From an optimization exercise on the open Yosys and OpenROAD flow, aimed at small area; shortcuts taken in it are not production practice. The RTL was checked by simulation tests, not by an equivalence proof against the original design. Power figures rest on the tool's default switching activity, not on a simulated workload.

Design pfse_frdec4, start of the top module:
module pfse_frdec4 (
    input  wire        clk,
    input  wire        rst,
    input  wire        in_valid,
    input  wire [31:0] in_data,
    input  wire        in_last,
    input  wire [1:0]  in_nbytes,
    output wire        out_valid,
    output wire [1:0]  out_demux,       
    output wire [11:0] out_status,      
    output wire [6:0]  out_rel_id,
    output wire        out_agg,
    output wire [31:0] out_entry_id,
    output wire [31:0] out_attr2,
    output wire [31:0] out_attr3,
    output wire [31:0] out_udp_ports,   
    output wire [31:0] out_udp_lencs,   
    output wire [15:0] out_pay_off,
    output wire [15:0] out_pay_len,
    output wire [47:0] out_dmac,
    output wire [47:0] out_smac,
    output wire [31:0] out_src_ip,
    output wire [31:0] out_dst_ip,
    output wire [3:0]  out_ihl,
    output wire [7:0]  out_proto,
    output wire [15:0] out_totlen
);
Size in the first run: roughly 400 flip-flops, about 440 I/O pins.
clock: 24.0 ns
lec_check: 0
cap_margin: 20
core_margin: 2
core_utilization: 45
slew_margin: 20
standard.sh (not shown) runs the stock make flow with config.mk's settings and CLKGATE_MAP_FILE= SYNTH_SCRIPT=/design/flow/synth_recipe.tcl, a recipe that flattens the netlist after the stock synthesis.
==> flow/flow/run.sh <==
#!/bin/bash
# The standard ORFS layout (standard.sh, unchanged synthesis), with two
# layout choices of its own:
#  - the port buffers use the smallest buffer cell (buf_1);
#  - the clock tree uses clkbuf_4 in small sink clusters and inserts no dummy loads.
set -euo pipefail
bash standard.sh \
  "BUFFER_PORTS_ARGS=-buffer_cell sky130_fd_sc_hd__buf_1" \
  "CTS_ARGS=-sink_clustering_enable -repair_clock_nets -dont_use_dummy_load -buf_list sky130_fd_sc_hd__clkbuf_4 -sink_clustering_size 8 -sink_clustering_max_diameter 40" \
  finish > standard_flow.log 2>&1
The first run passed the timing, DRC and antenna checks.
Rerun with:
CORE_UTILIZATION = 55   (was 45)
After rerunning: Area after synthesis does not change. Via count hardly moves. Setup slack is better by 0.32 ns. Core utilization is higher by 11 points. Flip-flop and latch count stays the same. Hold slack is better by 0.0069 ns. Cell area is lower slightly. Cell count is lower by a few percent. Register-to-register slack is better by 0.11 ns. Combinational power hardly moves. Power is lower slightly.


pfse_frdec4, a different RTL version from the one above (not shown whole).
For scale: about 1600 cells after synthesis, ~400 flip-flops, about 440 I/O pins, roughly 0.019 sq mm of cells after synthesis.
export LEC_CHECK = 0
export CAP_MARGIN = 20
export CORE_MARGIN = 2
export CORE_UTILIZATION = 65
export SLEW_MARGIN = 20
create_clock -name core_clock -period 24.0 [get_ports {clk}]
Scripts as last shown in full above: flow/flow/run.sh
The starting point produced a clean layout.
==> next run, changes <==
--- a/flow/config.mk
+++ b/flow/config.mk
@@ -10 +10 @@
-export CORE_UTILIZATION = 65
+export CORE_UTILIZATION = 55
Result: Clock skew is higher by 0.027 ns. Total power stays flat. Cell area is higher by 0.36%. Setup slack degrades by 0.31 ns. Utilization is lower by 11 points. Routed wire length is higher by 3.1%. Global-route usage is lower by 5.0 points. Via count is lower by 2.3%. Hold slack degrades by 0.013 ns. Register-to-register slack degrades by 0.16 ns.


pfse_frdec4, a different RTL version from the one above (not shown whole).
Size in the first run: about 440 I/O pins, about 0.020 sq mm of cells after synthesis.
clock: 24.0 ns
lec_check: 0
cap_margin: 20
core_margin: 2
core_utilization: 45
slew_margin: 20
==> flow/flow/run.sh <==
#!/bin/bash
# The standard ORFS layout (standard.sh, unchanged synthesis), with two
# layout choices of its own:
#  - the port buffers use the smallest buffer cell (buf_1);
#  - the clock tree uses clkbuf_8 in small sink clusters and inserts no dummy loads.
set -euo pipefail
bash standard.sh \
  "BUFFER_PORTS_ARGS=-buffer_cell sky130_fd_sc_hd__buf_1" \
  "CTS_ARGS=-sink_clustering_enable -repair_clock_nets -dont_use_dummy_load -buf_list sky130_fd_sc_hd__clkbuf_8 -sink_clustering_size 12 -sink_clustering_max_diameter 40" \
  finish > standard_flow.log 2>&1
==> next run, changes <==
==> flow/flow/run.sh (replaced) <==
#!/bin/bash
# The standard ORFS layout (standard.sh, unchanged synthesis), with two
# layout choices of its own:
#  - the port buffers use the smallest buffer cell (buf_1);
#  - the clock tree uses clkbuf_4 in small sink clusters and inserts no dummy loads.
set -euo pipefail
bash standard.sh \
  "BUFFER_PORTS_ARGS=-buffer_cell sky130_fd_sc_hd__buf_1" \
  "CTS_ARGS=-sink_clustering_enable -repair_clock_nets -dont_use_dummy_load -buf_list sky130_fd_sc_hd__clkbuf_4 -sink_clustering_size 8 -sink_clustering_max_diameter 40" \
  finish > standard_flow.log 2>&1
After rerunning: Wire length is higher by 0.44%. Setup slack is worse by 140 ps. Critical path depth goes down by 4. Clock skew goes down by 31 ps. Core utilization went down by 0.60 points. Non-clock buffer count does not change. Die area stays the same.

-- afterwards: timing with drivers on the ports --
How much do the figures lean on ideal ports? The routed layouts below were timed once more, with nothing changed but the port constraints.
Step 1 sets driving cells, clkbuf_16 on the clock port and buf_2 on the other inputs (assumed; they add their load-dependent delay and slew).
Step 2 adds t to the input delays and takes it off the output delays; t is the mean of the earliest and latest rising clock arrival at the registers after step 1. Input paths then give back, and output paths get back, about the clock's delay inside the block.
Slacks: no drivers / after step 1 / after step 2; pairs: no drivers / after step 1.
| run | t (ns) | setup WS [ns] | latest minus earliest clock arrival (ns) | worst register clock-pin slew, ns | pins driven straight from the clock port |
|---|---|---|---|---|---|
| the first run of note 1 | 0.801 | 4.965 / 4.917 / 5.293 | 0.126 / 0.126 | 0.10 / 0.10 | 1 |
| the second run of note 1 | 0.839 | 5.290 / 5.235 / 5.344 | 0.083 / 0.083 | 0.10 / 0.10 | 1 |
| the first run of note 2 | 0.760 | 5.077 / 5.027 / 5.338 | 0.088 / 0.088 | 0.10 / 0.10 | 1 |
| the second run of note 2 | 0.774 | 4.762 / 4.709 / 4.937 | 0.119 / 0.119 | 0.10 / 0.10 | 1 |
| the first run of note 3 | 0.690 | 4.693 / 4.640 / 5.329 | 0.124 / 0.123 | 0.09 / 0.09 | 1 |
| the second run of note 3 | 0.835 | 4.553 / 4.504 / 5.338 | 0.125 / 0.125 | 0.10 / 0.10 | 1 |
After both steps every run listed still meets setup and hold.
